This design comes from an exercise in tuning for small area on the open sky130 flow, not from production work.
Function was checked by simulation only, so behaviour that the tests miss may differ from the original.
Power is estimated from default activity; no workload was simulated.

$ cat flow/config.mk
export PLATFORM = sky130hd
export DESIGN_NAME = atsha_core
export DESIGN_NICKNAME = atsha_core
export VERILOG_FILES = /design/flow/design.v
export SDC_FILE = /design/flow/constraint.sdc
export NUM_CORES = 4
export LEC_CHECK = 0
export CAP_MARGIN = 20
export CORE_MARGIN = 2
export CORE_UTILIZATION = 40
export SLEW_MARGIN = 20
$ cat flow/constraint.sdc
create_clock -name core_clock -period 10.0 [get_ports {clk}]
set_input_delay 2.0000 -clock core_clock [delete_from_list [all_inputs] [get_ports {clk}]]
set_output_delay 2.0000 -clock core_clock [all_outputs]
set_load 0.01 [all_outputs]
$ cat flow/design.v
module atsha_core (
    input  wire       clk,
    input  wire       rst,           
    input  wire       bus_wr,
    input  wire       bus_rd,
    input  wire [9:0] bus_addr,
    input  wire [7:0] bus_wdata,
    output reg  [7:0] bus_rdata,
    output wire       active,
    input  wire       line_in,
    output reg        drive_low
);
    localparam TX_CAP          = 32;
    localparam RX_CAP          = 32;
    localparam T_SAMPLE        = 2;
    localparam T1_LOW          = 4;
    localparam T1_HIGH         = 30;
    localparam T0_LOW1         = 4;
    localparam T0_HIGH1        = 4;
    localparam T0_LOW2         = 4;
    localparam T0_HIGH2        = 26;
    localparam N_START         = 50;
    localparam N_RISE          = 5;
    localparam N_ZERO          = 6;
    localparam T_WAKE_LOW      = 60;
    localparam T_WAKE_SETTLE   = 2500;
    localparam T_SYNC_TIMEOUT  = 1000;
    localparam T_MAX_EXEC      = 5000;
    localparam T_POLL          = 500;    
    localparam N_SEND_ATTEMPTS = 3;
    localparam N_RECV_ATTEMPTS = 2;
    localparam [7:0] SLEEP_BYTE = 8'hCC;
    localparam [7:0] WAKE_ACK   = 8'h11;
    localparam [7:0] WAKE_SIG_LO = 8'h33;
    localparam [7:0] WAKE_SIG_HI = 8'h43;
    localparam [7:0] ST_SUCCESS = 8'h00;
    localparam [7:0] ST_PARSE   = 8'h03;
    localparam [7:0] ST_EXEC    = 8'h0F;
    localparam [7:0] ST_COMM    = 8'hFF;
    localparam TXW = $clog2(TX_CAP);
    localparam RXW = $clog2(RX_CAP);
    localparam [7:0] OP_SET_SIGNAL   = 8'h10;
    localparam [7:0] OP_SEND_BYTES   = 8'h11;
    localparam [7:0] OP_RECV_BYTES   = 8'h12;
    localparam [7:0] OP_WAKE_PULSE   = 8'h13;
    localparam [7:0] OP_SLEEP_BYTE   = 8'h14;
    localparam [7:0] OP_CRC_COMPUTE  = 8'h20;
    localparam [7:0] OP_CRC_APPEND   = 8'h21;
    localparam [7:0] OP_CRC_CHECK_RX = 8'h22;
    localparam [7:0] OP_CRC_CHECK_TX = 8'h23;
    localparam [7:0] OP_RECV_FRAME   = 8'h30;
    localparam [7:0] OP_WAKEUP       = 8'h31;
    localparam [7:0] OP_RESYNC       = 8'h32;
    localparam [7:0] OP_SEND_RECV    = 8'h33;
    localparam [3:0] R_SUCCESS     = 4'h0;
    localparam [3:0] R_PARAM       = 4'h1;
    localparam [3:0] R_RX_TIMEOUT  = 4'h2;
    localparam [3:0] R_RX_PARTIAL  = 4'h3;
    localparam [3:0] R_INVALID     = 4'h4;
    localparam [3:0] R_BAD_CRC     = 4'h5;
    localparam [3:0] R_COMM_FAIL   = 4'h6;
    localparam [3:0] R_DEV_COMM    = 4'h7;
    localparam [3:0] R_DEV_PARSE   = 4'h8;
    localparam [3:0] R_DEV_EXEC    = 4'h9;
    localparam [3:0] R_DEV_OTHER   = 4'hA;
    localparam [3:0] R_RESYNC_WAKE = 4'hB;
    localparam [3:0] R_FATAL       = 4'hC;
    localparam [3:0] R_UNKNOWN     = 4'hD;
    localparam [1:0] RS_SYNCED      = 2'd0;
    localparam [1:0] RS_REWOKEN     = 2'd1;
    localparam [1:0] RS_UNREACHABLE = 2'd2;
    localparam [5:0]
        S_IDLE      = 6'd0,
        S_DISPATCH  = 6'd1,
        S_FINISH_OP = 6'd2,    
        S_CRC_LOOP  = 6'd3,
        S_CRC_DONE  = 6'd4,
        S_SB_INIT   = 6'd5,
        S_SB_PHASE  = 6'd6,
        S_RB_INIT   = 6'd7,
        S_RB_START  = 6'd8,
        S_RB_RISE   = 6'd9,
        S_RB_ZERO   = 6'd10,
        S_RB_TRAIL  = 6'd11,
        S_WP_LOW    = 6'd12,
        S_WP_SETTLE = 6'd13,
        S_DELAY     = 6'd14,
        S_RF_INIT   = 6'd15,
        S_RF_LEN    = 6'd16,
        S_RF_BODY   = 6'd17,
        S_WK_RX     = 6'd18,
        S_WK_CHK    = 6'd19,
        S_WK_END    = 6'd20,
        S_RS_RF     = 6'd21,
        S_RS_CHK    = 6'd22,
        S_RS_SLEPT  = 6'd23,
        S_RS_WK     = 6'd24,
        S_PL_ATT    = 6'd25,
        S_PL_CHK    = 6'd26,
        S_PL_NEXT   = 6'd27,
        S_SR_APP    = 6'd28,
        S_SR_OUTER  = 6'd29,
        S_SR_SENT   = 6'd30,
        S_SR_POLL   = 6'd31,
        S_SR_PCHK   = 6'd32,
        S_SR_CMP    = 6'd33,
        S_SR_RS_TO  = 6'd34,
        S_SR_RS_4   = 6'd35,
        S_SR_NXT_IN = 6'd36,
        S_SR_NXT_OUT= 6'd37,
        S_OP_RB_END = 6'd38,
        S_OP_RF_END = 6'd39,
        S_OP_WK_END = 6'd40,
        S_OP_RS_END = 6'd41,
        S_OP_SLEEP_END = 6'd42,
        S_WK_START  = 6'd43,
        S_RS_START  = 6'd44,
        S_PL_START  = 6'd45;
    reg  [7:0]  cmd_reg;
    reg         st_active, st_done, st_session_lost, st_cmd_rejected;
    reg  [3:0]  result_reg;
    reg  [7:0]  arg_len;
    reg         arg_level;
    reg  [7:0]  arg_rsp_size;
    reg  [15:0] arg_exec_delay;
    reg  [15:0] arg_exec_timeout;
    reg  [15:0] crc_result;
    reg  [7:0]  rx_count;
    reg  [1:0]  comm_state;
    reg  [7:0]  tx_buf [0:TX_CAP-1];
    reg  [7:0]  rx_buf [0:RX_CAP-1];
    reg  [1:0]  line_sync;
    wire        line = line_sync[1];
    assign active = st_active;
    reg  [5:0]  state;
    reg  [25:0] tmr;              
    reg  [5:0]  dly_ret;          
    reg  [15:0] crc;
    reg         crc_src_rx;       
    reg  [7:0]  crc_idx;
    reg  [7:0]  crc_end;
    reg  [5:0]  crc_ret;
    reg         sb_sleep;         
    reg  [7:0]  sb_idx;
    reg  [7:0]  sb_end;
    reg  [2:0]  sb_bit;
    reg  [1:0]  sb_ph;
    reg  [5:0]  sb_ret;
    reg  [7:0]  rb_pos;
    reg  [7:0]  rb_end;
    reg  [2:0]  rb_bit;
    reg  [5:0]  rb_k;             
    reg  [5:0]  rb_m;             
    reg  [1:0]  rb_tc;            
    reg  [3:0]  rb_st;
    reg  [5:0]  rb_ret;
    reg  [3:0]  rf_st;
    reg  [5:0]  rf_ret;
    reg  [3:0]  wk_st;
    reg  [5:0]  wk_ret;
    reg  [1:0]  rs_res;
    reg  [5:0]  rs_ret;
    reg  [16:0] pl_cnt;
    reg  [9:0]  pl_elapsed;
    reg  [3:0]  pl_st;
    reg  [1:0]  sr_s;
    reg  [1:0]  sr_r;
    reg         sr_last_esc;
    function [15:0] crc16_byte;
        input [15:0] c;
        input [7:0]  d;
        integer j;
        reg [15:0] x;
        reg fb;
        begin
            x = c;
            for (j = 0; j < 8; j = j + 1) begin
                fb = d[j] ^ x[15];
                x = {x[14:0], 1'b0};
                if (fb) x = x ^ 16'h8005;
            end
            crc16_byte = x;
        end
    endfunction
    wire [7:0] crc_byte_in = crc_src_rx ? rx_buf[crc_idx[RXW-1:0]] : tx_buf[crc_idx[TXW-1:0]];
    wire [7:0] crc_idx1    = crc_idx + 8'd1;
    wire [7:0] chk_lo      = crc_src_rx ? rx_buf[crc_idx[RXW-1:0]]  : tx_buf[crc_idx[TXW-1:0]];
    wire [7:0] chk_hi      = crc_src_rx ? rx_buf[crc_idx1[RXW-1:0]] : tx_buf[crc_idx1[TXW-1:0]];
    wire       crc_match   = (chk_lo == crc[7:0]) && (chk_hi == crc[15:8]);
    wire [7:0] sb_byte     = sb_sleep ? SLEEP_BYTE : tx_buf[sb_idx[TXW-1:0]];
    wire [7:0] sb_idx1     = sb_idx + 8'd1;
    wire [7:0] sb_byte_nx  = sb_sleep ? SLEEP_BYTE : tx_buf[sb_idx1[TXW-1:0]];
    wire       sb_cur_bit  = sb_byte[sb_bit];
    wire [2:0] sb_bit1     = sb_bit + 3'd1;
    wire       sb_next_bit = (sb_bit == 3'd7) ? sb_byte_nx[0] : sb_byte[sb_bit1];
    function [5:0] phase_len;
        input b;
        input [1:0] p;
        begin
            if (b) phase_len = (p == 2'd0) ? T1_LOW : T1_HIGH;
            else case (p)
                2'd0: phase_len = T0_LOW1;
                2'd1: phase_len = T0_HIGH1;
                2'd2: phase_len = T0_LOW2;
                default: phase_len = T0_HIGH2;
            endcase
        end
    endfunction
    wire [7:0] tx_len  = tx_buf[0];
    wire [7:0] rx_len  = rx_buf[0];
    wire [8:0] len_p2  = {1'b0, arg_len} + 9'd2;
    wire       rsp_ok  = (arg_rsp_size >= 8'd4) && (arg_rsp_size <= RX_CAP);
    function [3:0] status_result;
        input [7:0] b;
        begin
            if (b == ST_PARSE)        status_result = R_DEV_PARSE;
            else if (b == ST_EXEC)    status_result = R_DEV_EXEC;
            else if (b == ST_SUCCESS) status_result = R_SUCCESS;
            else                      status_result = R_DEV_OTHER;
        end
    endfunction
    wire [16:0] n_poll = (arg_exec_timeout == 16'd0) ? 17'd1
                       : ({1'b0, arg_exec_timeout} * (1000 / T_POLL));
    reg [7:0] rd_val;
    always @(*) begin
        rd_val = 8'h00;
        if (bus_addr[9:8] == 2'b01) begin
            if (bus_addr[7:0] < TX_CAP) rd_val = tx_buf[bus_addr[TXW-1:0]];
        end else if (bus_addr[9:8] == 2'b10) begin
            if (bus_addr[7:0] < RX_CAP) rd_val = rx_buf[bus_addr[RXW-1:0]];
        end else if (bus_addr[9:8] == 2'b00) begin
            case (bus_addr[7:0])
                8'h00: rd_val = cmd_reg;
                8'h01: rd_val = {4'h0, st_cmd_rejected, st_session_lost, st_done, st_active};
                8'h02: rd_val = {4'h0, result_reg};
                8'h03: rd_val = arg_len;
                8'h04: rd_val = {7'h00, arg_level};
                8'h05: rd_val = arg_rsp_size;
                8'h06: rd_val = arg_exec_delay[7:0];
                8'h07: rd_val = arg_exec_delay[15:8];
                8'h08: rd_val = arg_exec_timeout[7:0];
                8'h09: rd_val = arg_exec_timeout[15:8];
                8'h0A: rd_val = crc_result[7:0];
                8'h0B: rd_val = crc_result[15:8];
                8'h0C: rd_val = rx_count;
                8'h0D: rd_val = {6'h00, comm_state};
                8'h0E: rd_val = {6'h00, drive_low, line};
                default: rd_val = 8'h00;
            endcase
        end
    end
    always @(posedge clk) begin
        if (rst) bus_rdata <= 8'h00;
        else if (bus_rd) bus_rdata <= rd_val;
    end
    always @(posedge clk) begin
        if (rst) line_sync <= 2'b11;
        else     line_sync <= {line_sync[0], line_in};
    end
    integer i;
    task finish;
        input [3:0] code;
        begin
            result_reg <= code;
            st_done    <= 1'b1;
            st_active  <= 1'b0;
            state      <= S_IDLE;
        end
    endtask
    task start_crc;
        input       src_rx;
        input [7:0] n;
        input [5:0] ret;
        begin
            crc        <= 16'h0000;
            crc_src_rx <= src_rx;
            crc_idx    <= 8'd0;
            crc_end    <= n;
            crc_ret    <= ret;
            state      <= S_CRC_LOOP;
        end
    endtask
    task start_send;
        input       sleep;
        input [7:0] n;
        input [5:0] ret;
        begin
            sb_sleep <= sleep;
            sb_idx   <= 8'd0;
            sb_end   <= n;
            sb_bit   <= 3'd0;
            sb_ret   <= ret;
            state    <= S_SB_INIT;
        end
    endtask
    task start_recv;
        input [7:0] off;
        input [7:0] cnt;
        input [5:0] ret;
        begin
            rb_pos <= off;
            rb_end <= off + cnt;
            rb_ret <= ret;
            state  <= S_RB_INIT;
        end
    endtask
    task start_delay;
        input [25:0] d;
        input [5:0]  ret;
        begin
            tmr     <= d;
            dly_ret <= ret;
            state   <= S_DELAY;
        end
    endtask
    task rb_bit_done;
        begin
            rb_k <= 6'd0;
            if (rb_bit == 3'd7) begin
                rb_bit <= 3'd0;
                rb_pos <= rb_pos + 8'd1;
                if (rb_pos + 8'd1 == rb_end) begin
                    rx_count <= rb_end;
                    rb_st    <= R_SUCCESS;
                    state    <= rb_ret;
                end else begin
                    state <= S_RB_START;
                end
            end else begin
                rb_bit <= rb_bit + 3'd1;
                state  <= S_RB_START;
            end
        end
    endtask
    task rb_timeout;
        begin
            rx_count <= rb_pos;
            rb_st    <= (rb_pos == 8'd0) ? R_RX_TIMEOUT : R_RX_PARTIAL;
            state    <= rb_ret;
        end
    endtask
    always @(posedge clk) begin
        if (rst) begin
            cmd_reg          <= 8'h00;
            st_active        <= 1'b0;
            st_done          <= 1'b0;
            st_session_lost  <= 1'b0;
            st_cmd_rejected  <= 1'b0;
            result_reg       <= 4'h0;
            arg_len          <= 8'h00;
            arg_level        <= 1'b0;
            arg_rsp_size     <= 8'h00;
            arg_exec_delay   <= 16'h0000;
            arg_exec_timeout <= 16'h0000;
            crc_result       <= 16'h0000;
            rx_count         <= 8'h00;
            comm_state       <= 2'd0;
            drive_low        <= 1'b0;
            for (i = 0; i < TX_CAP; i = i + 1) tx_buf[i] <= 8'h00;
            for (i = 0; i < RX_CAP; i = i + 1) rx_buf[i] <= 8'h00;
            state            <= S_IDLE;
        end else begin
            if (bus_wr) begin
                if (st_active) begin
                    if (bus_addr == 10'h000) st_cmd_rejected <= 1'b1;
                end else begin
                    if (bus_addr[9:8] == 2'b01) begin
                        if (bus_addr[7:0] < TX_CAP) tx_buf[bus_addr[TXW-1:0]] <= bus_wdata;
                    end else if (bus_addr[9:8] == 2'b00) begin
                        case (bus_addr[7:0])
                            8'h00: begin
                                cmd_reg         <= bus_wdata;
                                st_done         <= 1'b0;
                                st_session_lost <= 1'b0;
                                st_cmd_rejected <= 1'b0;
                                st_active       <= 1'b1;
                                state           <= S_DISPATCH;
                            end
                            8'h03: arg_len                <= bus_wdata;
                            8'h04: arg_level              <= bus_wdata[0];
                            8'h05: arg_rsp_size           <= bus_wdata;
                            8'h06: arg_exec_delay[7:0]    <= bus_wdata;
                            8'h07: arg_exec_delay[15:8]   <= bus_wdata;
                            8'h08: arg_exec_timeout[7:0]  <= bus_wdata;
                            8'h09: arg_exec_timeout[15:8] <= bus_wdata;
                            default: ;
                        endcase
                    end
                end
            end
            if (pl_elapsed != T_POLL) pl_elapsed <= pl_elapsed + 10'd1;
            case (state)
            S_IDLE: ;
            S_DISPATCH: begin
                case (cmd_reg)
                OP_SET_SIGNAL: begin
                    drive_low <= ~arg_level;
                    finish(R_SUCCESS);
                end
                OP_SEND_BYTES: begin
                    if (arg_len > TX_CAP) finish(R_PARAM);
                    else start_send(1'b0, arg_len, S_FINISH_OP);
                end
                OP_RECV_BYTES: begin
                    if (arg_len > RX_CAP) finish(R_PARAM);
                    else begin
                        for (i = 0; i < RX_CAP; i = i + 1)
                            if (i < arg_len) rx_buf[i] <= 8'h00;
                        start_recv(8'd0, arg_len, S_OP_RB_END);
                    end
                end
                OP_WAKE_PULSE: begin
                    drive_low <= 1'b1;
                    tmr       <= T_WAKE_LOW - 1;
                    dly_ret   <= S_FINISH_OP;
                    state     <= S_WP_LOW;
                end
                OP_SLEEP_BYTE: start_send(1'b1, 8'd1, S_OP_SLEEP_END);
                OP_CRC_COMPUTE, OP_CRC_APPEND: begin
                    if ((cmd_reg == OP_CRC_COMPUTE && arg_len > TX_CAP) ||
                        (cmd_reg == OP_CRC_APPEND && len_p2 > TX_CAP))
                        finish(R_PARAM);
                    else start_crc(1'b0, arg_len, S_CRC_DONE);
                end
                OP_CRC_CHECK_RX: begin
                    if (rx_len < 8'd3 || rx_len > RX_CAP) finish(R_PARAM);
                    else start_crc(1'b1, rx_len - 8'd2, S_CRC_DONE);
                end
                OP_CRC_CHECK_TX: begin
                    if (tx_len < 8'd3 || tx_len > TX_CAP) finish(R_PARAM);
                    else start_crc(1'b0, tx_len - 8'd2, S_CRC_DONE);
                end
                OP_RECV_FRAME: begin
                    if (!rsp_ok) finish(R_PARAM);
                    else begin
                        rf_ret <= S_OP_RF_END;
                        state  <= S_RF_INIT;
                    end
                end
                OP_WAKEUP: begin
                    wk_ret <= S_OP_WK_END;
                    state  <= S_WK_START;
                end
                OP_RESYNC: begin
                    if (!rsp_ok) finish(R_PARAM);
                    else begin
                        rs_ret <= S_OP_RS_END;
                        state  <= S_RS_START;
                    end
                end
                OP_SEND_RECV: begin
                    if (tx_len < 8'd7 || tx_len > TX_CAP || !rsp_ok) finish(R_PARAM);
                    else start_crc(1'b0, tx_len - 8'd2, S_SR_APP);
                end
                default: finish(R_UNKNOWN);
                endcase
            end
            S_FINISH_OP: finish(R_SUCCESS);
            S_OP_RB_END:    finish(rb_st);
            S_OP_RF_END:    finish(rf_st);
            S_OP_WK_END:    finish(wk_st);
            S_OP_RS_END:    finish(rs_res == RS_SYNCED  ? R_SUCCESS :
                                   rs_res == RS_REWOKEN ? R_RESYNC_WAKE : R_FATAL);
            S_OP_SLEEP_END: begin
                comm_state <= 2'd0;
                finish(R_SUCCESS);
            end
            S_CRC_LOOP: begin
                if (crc_idx == crc_end) state <= crc_ret;
                else begin
                    crc     <= crc16_byte(crc, crc_byte_in);
                    crc_idx <= crc_idx + 8'd1;
                end
            end
            S_CRC_DONE: begin
                crc_result <= crc;
                case (cmd_reg)
                OP_CRC_APPEND: begin
                    tx_buf[crc_idx[TXW-1:0]]  <= crc[7:0];
                    tx_buf[crc_idx1[TXW-1:0]] <= crc[15:8];
                    finish(R_SUCCESS);
                end
                OP_CRC_CHECK_RX, OP_CRC_CHECK_TX:
                    finish(crc_match ? R_SUCCESS : R_BAD_CRC);
                default: finish(R_SUCCESS);
                endcase
            end
            S_SB_INIT: begin
                if (sb_end == 8'd0) state <= sb_ret;
                else begin
                    drive_low <= 1'b1;
                    sb_ph     <= 2'd0;
                    tmr       <= {20'd0, phase_len(sb_cur_bit, 2'd0) - 6'd1};
                    state     <= S_SB_PHASE;
                end
            end
            S_SB_PHASE: begin
                if (tmr != 0) tmr <= tmr - 1;
                else if (sb_ph != (sb_cur_bit ? 2'd1 : 2'd3)) begin
                    sb_ph     <= sb_ph + 2'd1;
                    drive_low <= sb_ph[0];
                    tmr       <= {20'd0, phase_len(sb_cur_bit, sb_ph + 2'd1) - 6'd1};
                end else begin
                    sb_bit <= sb_bit + 3'd1;
                    if (sb_bit == 3'd7) sb_idx <= sb_idx + 8'd1;
                    if (sb_bit == 3'd7 && sb_idx + 8'd1 == sb_end) begin
                        state <= sb_ret;
                    end else begin
                        drive_low <= 1'b1;
                        sb_ph     <= 2'd0;
                        tmr       <= {20'd0, phase_len(sb_next_bit, 2'd0) - 6'd1};
                    end
                end
            end
            S_RB_INIT: begin
                drive_low <= 1'b0;
                rb_bit    <= 3'd0;
                rb_k      <= 6'd0;
                rb_tc     <= 2'd0;
                if (rb_pos == rb_end) begin
                    rx_count <= rb_end;
                    rb_st    <= R_SUCCESS;
                    state    <= rb_ret;
                end else state <= S_RB_START;
            end
            S_RB_START: begin
                if (rb_tc != 0) rb_tc <= rb_tc - 2'd1;
                else begin
                    rb_tc <= T_SAMPLE - 1;
                    if (!line) begin
                        rb_k  <= 6'd0;
                        state <= S_RB_RISE;
                    end else if (rb_k == N_START - 1) rb_timeout;
                    else rb_k <= rb_k + 6'd1;
                end
            end
            S_RB_RISE: begin
                if (rb_tc != 0) rb_tc <= rb_tc - 2'd1;
                else begin
                    rb_tc <= T_SAMPLE - 1;
                    if (line) begin
                        rb_k  <= 6'd0;
                        state <= S_RB_ZERO;
                    end else if (rb_k == N_RISE - 1) rb_timeout;
                    else rb_k <= rb_k + 6'd1;
                end
            end
            S_RB_ZERO: begin
                if (rb_tc != 0) rb_tc <= rb_tc - 2'd1;
                else begin
                    rb_tc <= T_SAMPLE - 1;
                    if (!line) begin
                        if (N_ZERO - rb_k - 1 >= 1) begin
                            rb_m  <= N_ZERO - rb_k - 1;
                            rb_k  <= 6'd0;
                            state <= S_RB_TRAIL;
                        end else rb_bit_done;
                    end else if (rb_k == N_ZERO - 1) begin
                        rx_buf[rb_pos[RXW-1:0]][rb_bit] <= 1'b1;
                        rb_bit_done;
                    end else rb_k <= rb_k + 6'd1;
                end
            end
            S_RB_TRAIL: begin
                if (rb_tc != 0) rb_tc <= rb_tc - 2'd1;
                else begin
                    rb_tc <= T_SAMPLE - 1;
                    if (line) begin
                        rb_bit_done;
                        if (!(rb_bit == 3'd7 && rb_pos + 8'd1 == rb_end)) rb_k <= 6'd1;
                    end else if (rb_k == rb_m - 1) rb_bit_done;
                    else rb_k <= rb_k + 6'd1;
                end
            end
            S_WP_LOW: begin
                if (tmr != 0) tmr <= tmr - 1;
                else begin
                    drive_low <= 1'b0;
                    tmr       <= T_WAKE_SETTLE - 1;
                    state     <= S_WP_SETTLE;
                end
            end
            S_WP_SETTLE: begin
                if (tmr != 0) tmr <= tmr - 1;
                else state <= dly_ret;
            end
            S_DELAY: begin
                if (tmr != 0) tmr <= tmr - 1;
                else state <= dly_ret;
            end
            S_RF_INIT: begin
                for (i = 0; i < RX_CAP; i = i + 1)
                    if (i < arg_rsp_size) rx_buf[i] <= 8'h00;
                start_recv(8'd0, 8'd1, S_RF_LEN);
            end
            S_RF_LEN: begin
                if (rb_st != R_SUCCESS) begin
                    rf_st <= rb_st;
                    state <= rf_ret;
                end else if (rx_len == 8'hFF || rx_len < 8'd4 || rx_len > arg_rsp_size) begin
                    rf_st <= R_INVALID;
                    state <= rf_ret;
                end else start_recv(8'd1, rx_len - 8'd1, S_RF_BODY);
            end
            S_RF_BODY: begin
                rf_st <= rb_st;
                state <= rf_ret;
            end
            S_WK_START: begin
                drive_low <= 1'b1;
                tmr       <= T_WAKE_LOW - 1;
                dly_ret   <= S_WK_RX;
                state     <= S_WP_LOW;
            end
            S_WK_RX: begin
                for (i = 0; i < 4; i = i + 1) rx_buf[i] <= 8'h00;
                start_recv(8'd0, 8'd4, S_WK_CHK);
            end
            S_WK_CHK: begin
                if (rb_st != R_SUCCESS)                 wk_st <= rb_st;
                else if (rx_buf[0] != 8'd4)             wk_st <= R_COMM_FAIL;
                else if (rx_buf[1] != WAKE_ACK)         wk_st <= R_COMM_FAIL;
                else if (rx_buf[2] != WAKE_SIG_LO ||
                         rx_buf[3] != WAKE_SIG_HI)      wk_st <= R_BAD_CRC;
                else                                    wk_st <= R_SUCCESS;
                if (rb_st == R_SUCCESS && rx_buf[0] == 8'd4 && rx_buf[1] == WAKE_ACK &&
                    rx_buf[2] == WAKE_SIG_LO && rx_buf[3] == WAKE_SIG_HI) begin
                    comm_state <= 2'd1;
                    state      <= wk_ret;
                end else begin
                    comm_state <= 2'd0;
                    start_delay(T_MAX_EXEC, S_WK_END);
                end
            end
            S_WK_END: state <= wk_ret;
            S_RS_START: start_delay(T_SYNC_TIMEOUT, S_RS_RF);
            S_RS_RF: begin
                rf_ret <= S_RS_CHK;
                state  <= S_RF_INIT;
            end
            S_RS_CHK: begin
                if (rf_st == R_SUCCESS) begin
                    comm_state <= 2'd1;
                    rs_res     <= RS_SYNCED;
                    state      <= rs_ret;
                end else start_send(1'b1, 8'd1, S_RS_SLEPT);
            end
            S_RS_SLEPT: begin
                comm_state <= 2'd0;
                wk_ret     <= S_RS_WK;
                state      <= S_WK_START;
            end
            S_RS_WK: begin
                if (wk_st == R_SUCCESS) begin
                    st_session_lost <= 1'b1;
                    rs_res          <= RS_REWOKEN;
                end else rs_res <= RS_UNREACHABLE;
                state <= rs_ret;
            end
            S_PL_START: begin
                pl_cnt <= 17'd1;
                state  <= S_PL_ATT;
            end
            S_PL_ATT: begin
                pl_elapsed <= 10'd0;
                rf_ret     <= S_PL_CHK;
                state      <= S_RF_INIT;
            end
            S_PL_CHK: begin
                if (rf_st != R_RX_TIMEOUT) begin
                    pl_st <= rf_st;
                    state <= S_SR_PCHK;
                end else if (pl_elapsed < T_POLL)
                    start_delay({16'd0, 10'(T_POLL) - pl_elapsed}, S_PL_NEXT);
                else state <= S_PL_NEXT;
            end
            S_PL_NEXT: begin
                if (pl_cnt == n_poll) begin
                    pl_st <= R_RX_TIMEOUT;
                    state <= S_SR_PCHK;
                end else begin
                    pl_cnt <= pl_cnt + 17'd1;
                    state  <= S_PL_ATT;
                end
            end
            S_SR_APP: begin
                tx_buf[crc_idx[TXW-1:0]]  <= crc[7:0];
                tx_buf[crc_idx1[TXW-1:0]] <= crc[15:8];
                crc_result <= crc;
                sr_s       <= 2'd1;
                state      <= S_SR_OUTER;
            end
            S_SR_OUTER: begin
                sr_last_esc <= 1'b0;
                start_send(1'b0, tx_len, S_SR_SENT);
            end
            S_SR_SENT: begin
                comm_state <= 2'd2;
                start_delay(arg_exec_delay * 26'd1000, S_SR_POLL);
                sr_r <= 2'd1;
            end
            S_SR_POLL: state <= S_PL_START;
            S_SR_PCHK: begin
                if (pl_st == R_RX_TIMEOUT) begin
                    rs_ret <= S_SR_RS_TO;
                    state  <= S_RS_START;
                end else if (pl_st == R_SUCCESS) begin
                    start_crc(1'b1, rx_len - 8'd2, S_SR_CMP);
                end else begin
                    rs_ret <= S_SR_RS_4;
                    state  <= S_RS_START;
                end
            end
            S_SR_CMP: begin
                if (crc_match) begin
                    comm_state <= 2'd1;
                    if (rx_len > 8'd4) finish(R_SUCCESS);
                    else if (rx_buf[1] == ST_COMM) begin
                        sr_last_esc <= 1'b1;
                        state       <= S_SR_NXT_OUT;
                    end else finish(status_result(rx_buf[1]));
                end else begin
                    rs_ret <= S_SR_RS_4;
                    state  <= S_RS_START;
                end
            end
            S_SR_RS_TO: begin
                if (rs_res == RS_UNREACHABLE) finish(R_FATAL);
                else state <= S_SR_NXT_OUT;
            end
            S_SR_RS_4: begin
                if (rs_res == RS_UNREACHABLE) finish(R_FATAL);
                else if (rs_res == RS_REWOKEN) state <= S_SR_NXT_OUT;
                else state <= S_SR_NXT_IN;
            end
            S_SR_NXT_IN: begin
                if (sr_r == N_RECV_ATTEMPTS) state <= S_SR_NXT_OUT;
                else begin
                    sr_r  <= sr_r + 2'd1;
                    state <= S_SR_POLL;
                end
            end
            S_SR_NXT_OUT: begin
                if (sr_s == N_SEND_ATTEMPTS)
                    finish(sr_last_esc ? R_DEV_COMM : R_FATAL);
                else begin
                    sr_s  <= sr_s + 2'd1;
                    state <= S_SR_OUTER;
                end
            end
            default: state <= S_IDLE;
            endcase
        end
    end
endmodule
$ cat flow/run.sh
#!/bin/bash
# synth_recipe.tcl (not shown) runs the flow's synth.tcl, then flattens the netlist and writes it again
# the make line also repeats each setting of config.mk as NAME=value (left out here)
make -C /OpenROAD-flow-scripts/flow DESIGN_CONFIG=/design/flow/config.mk WORK_HOME=/design/flow/orfs CLKGATE_MAP_FILE= SYNTH_SCRIPT=/design/flow/synth_recipe.tcl finish
==> results.py <==
metrics = {
    "power_and_ir_drop": {
        "pwr-share-seq_pct": 46.4,
        "power.net_switching_uw": 2180,
        "combinationalPowerShare_pct": 8.3,
        "p_leak_uw": 0.0221,
        "p_int_uw": 6350,
        "power.share.switching_pct": 25.6,
        "clkPwrFrac_pct": 45.3,
        "power_density_nw_per_um2": 127,
        "max-vdd-ir-drop_uv": 134,
    },
    "synth": {
        "synth_warnings": 1,
        "ys.flop_type": "edfxtp_1",
        "synth_edf_count": 696,
        "synth_top_cell_area_share_pct": 34.0,
        "yosysSeqAreaShare_pct": 37.8,
        "synth_top_cells_by_count": "696 x edfxtp_1, 671 x nor2_1, 624 x nand2_1, 575 x o21ai_0, 479 x a21oi_1",
        "synth.largest_area_cell": "edfxtp_1",
        "synth.lib_cells_used.distinct": 104,
        "synthTopCellsByArea": "edfxtp_1 34%, mux4_2 17%, o21ai_0 4.7%",
        "mappedNetlistNets": 6367,
        "avgSynthCellArea_um2": 9.94,
        "synth_cells": 6192,
        "ys_seq_elements": 814,
        "async_reset_ff_share_pct": 0,
        "yosysMostFrequentCell": "edfxtp_1",
        "synth_area_um2": 61500,
    },
    "sta": {
        "drv_slew": 0,
        "worst_pin_slew_ps": 1310,
        "timing.final.crit_share_pct": 60.2,
        "setup-violations-final": 0,
        "fin_tns_setup_ps": 0,
        "slew_headroom_pct": 12.4,
        "fin_skew_ps": 62.4,
        "hold_viol_final": 0,
        "max_freq_mhz": 166,
        "holdWs_ps": 418,
        "min_period_ps": 6020,
        "rsz0062_at_grt": "no",
    },
    "die": {
        "fp.dieH_um": 396,
        "die_x_um": 396,
        "rows": 143,
        "core_area_um2": 152000,
        "fp.dieArea_um2": 157000,
        "io_pins": 33,
        "start_util_pct": 40.4,
    },
    "worst_setup_path": {
        "crit_type": "reg -> reg",
        "cp.required_ps": 10370,
        "endpoint_kind": "flop",
        "crit_arrival_ps": 6390,
        "critPathLaunchType": "flop",
        "crit_path_max_fanout": 106,
    },
    "grt": {
        "grt_max_degree": 107,
        "antenna_found_initial": 16,
        "grt_overflow_total": 0,
        "grt_pass1_vias": 51400,
        "grt_pass1_wl_um": 374000,
        "grt_use_total_pct": 32.8,
    },
    "clock_tree": {
        "cts_sinks": 814,
        "insertion_delay_ps": 770,
        "post_cts_buffers": 0,
        "cts_buffer_depth": 3,
        "clkTransAtPathRegs_ps": 60,
        "cts_root_buf": "clkbuf_16",
        "cts_resized": 0,
        "htree_levels": 3,
        "postCtsHoldBufs": 0,
        "numCtsBuffers": 97,
        "cts_tree": "done",
    },
    "run": {
        "maxCapViolations": 0,
    },
    "drt": {
        "dr.pass1.iters": 8,
        "drc": 0,
        "drt_iter0_markers": 8883,
        "route.final.wire_length_um": 264000,
        "detail-route-antenna-nets": 0,
        "vias": 55400,
        "vias_per_cell": 6.89,
        "wl_per_cell_um": 32.8,
    },
    "place": {
        "port_buffers": 32,
        "hpwl_um": 184000,
        "globalplace.congestion": 1.09,
    },
    "layout": {
        "drive_gt1_share_pct": 14.9,
        "top_regs": "rx_buf (256), tx_buf (256), tmr (26)",
        "regArea_um2": 23300,
        "syn2layout_area_growth_pct": 8.76,
        "fillers": 14600,
        "multi_input_area_um2": 35600,
        "nets": 6097,
    },
    "min_path": {
        "hold_path.class": "reg -> reg",
    },
    "run_status": {
        "status": "timing/DRC/antenna clean",
    },
}
## cell usage in the layout, fill, tap and decap left out, drive strengths merged, types with 40 or more instances in the layout
| master | instances |
|---|---|
| clkbuf | 122 |
| o22ai | 91 |
| nand4 | 45 |
| mux4 | 478 |
| mux2i | 59 |
| xnor2 | 99 |
| a31oi | 60 |
| nor3 | 89 |
| nor2 | 671 |
| nand3 | 182 |
| ha | 98 |
| nand2 | 624 |
| o21ai | 594 |
| a22oi | 53 |
| buf | 153 |
| nand2b | 40 |
| and3 | 178 |
| edfxtp | 696 |
| and2 | 42 |
| dfxtp | 118 |
| inv | 180 |
| nor2b | 56 |
| xor2 | 100 |
| fa | 54 |
| nor4 | 41 |
| a21oi | 479 |
| nor3b | 111 |
## stage by stage
stage / power (uW) / setup WS (ps) / utilization (%) / instances / cell area [um^2]
finish: 8530 / 3980 / 43.9 / 8039 / 66900
global route: 8670 / 3850 / 43.9 / 8035 / 66900
CTS: 8490 / 4110 / 43.9 / 8032 / 66900
detailed placement: 4690 / 4030 / 41.6 / 7852 / 63400
global placement: 4680 / 4020 / 41.6 / 7849 / 63400
floorplan: 4360 / 5050 / - / 6192 / 61500
## power by group through the flow
stage	Combinational (uW)	Sequential [uW]	Clock, uW
after floorplan	444	3910	0
after global placement	669	4010	0
after detailed placement	672	4010	0
after CTS	676	3940	3870
after global routing	714	3960	4000
final	708	3960	3860
## layer usage
layer | share of wire (%) | track usage, % | vias to the layer above
li1 | - | - | 22800
met1 | 36 | 42.1 | 27200
met2 | 42 | 48.2 | 4401
met3 | 14 | 11.4 | 986
met4 | 7.1 | 18.7 | 16
met5 | 0.040 | 0 | -
## path summary, 6_finish.rpt
check / from / end / slack [ps] / cells after the start
worst min-delay path: line_sync[0] / line_sync[1] / 420 / 1
worst max register to register: crc_idx[0] / rs_ret[0] / 3980 / 12
worst max-delay path: crc_idx[0] / rs_ret[0] / 3980 / 12
worst min register to register: line_sync[0] / line_sync[1] / 420 / 1
## worst max-delay path, stage by stage (launching register included)
cell       delay (ps)
edfxtp_1          370
buf_12            480
inv_1             250
ha_4              790
buf_12            420
mux4_2            620
a222oi_1          360
nand4_1           490
o31ai_1           250
xor2_1            110
and4_1            360
and3_1            330
a2111oi_2         540
## final cells by class
class                   count  share of cell area, %
diodes                      6                 0.0224
clock buffers             122                   3.98
clock inverters            58                   1.10
inverters                 178                  0.998
multi-input cells        4660                   53.2
flip-flops and latches    814                   34.8
well taps                2030                   3.80
repair buffers            171                   2.09
## logic make-up after synthesis
| logic type | synth area share, % |
|---|---|
| and+or+nand+nor | 17.1 |
| buffers and inverters | 4.76 |
| DFF | 37.8 |
| muxes | 19.0 |
| adders and majority gates | 3.77 |
| xor gates and xnor gates | 2.87 |
| AOI/OAI and AO/OA | 14.6 |

-- afterwards: timing with drivers on the ports --
In the flow no input, the clock included, has a driving cell. The finished layout below was timed again as built, in two steps. Step 1 sets driving cells, clkbuf_16 on the clock port and buf_2 on the other inputs (assumed; they add their load-dependent delay and slew). Step 2, shift: input delay + t, output delay - t, t = (earliest + latest rising clock arrival at the registers) / 2. This alone moves slack from input paths to output paths. Slacks: ideal ports / drivers / drivers and shift; pairs: ideal ports / drivers.
t (ns): 0.829
setup slack, ns: 3.977 / 3.977 / 3.802
worst hold slack (ns): 0.418 / 0.418 / 0.418
After both steps this run still meets setup and hold. The setup slack of this run moves by 0.000 ns with the drivers and by -0.175 ns with both steps.
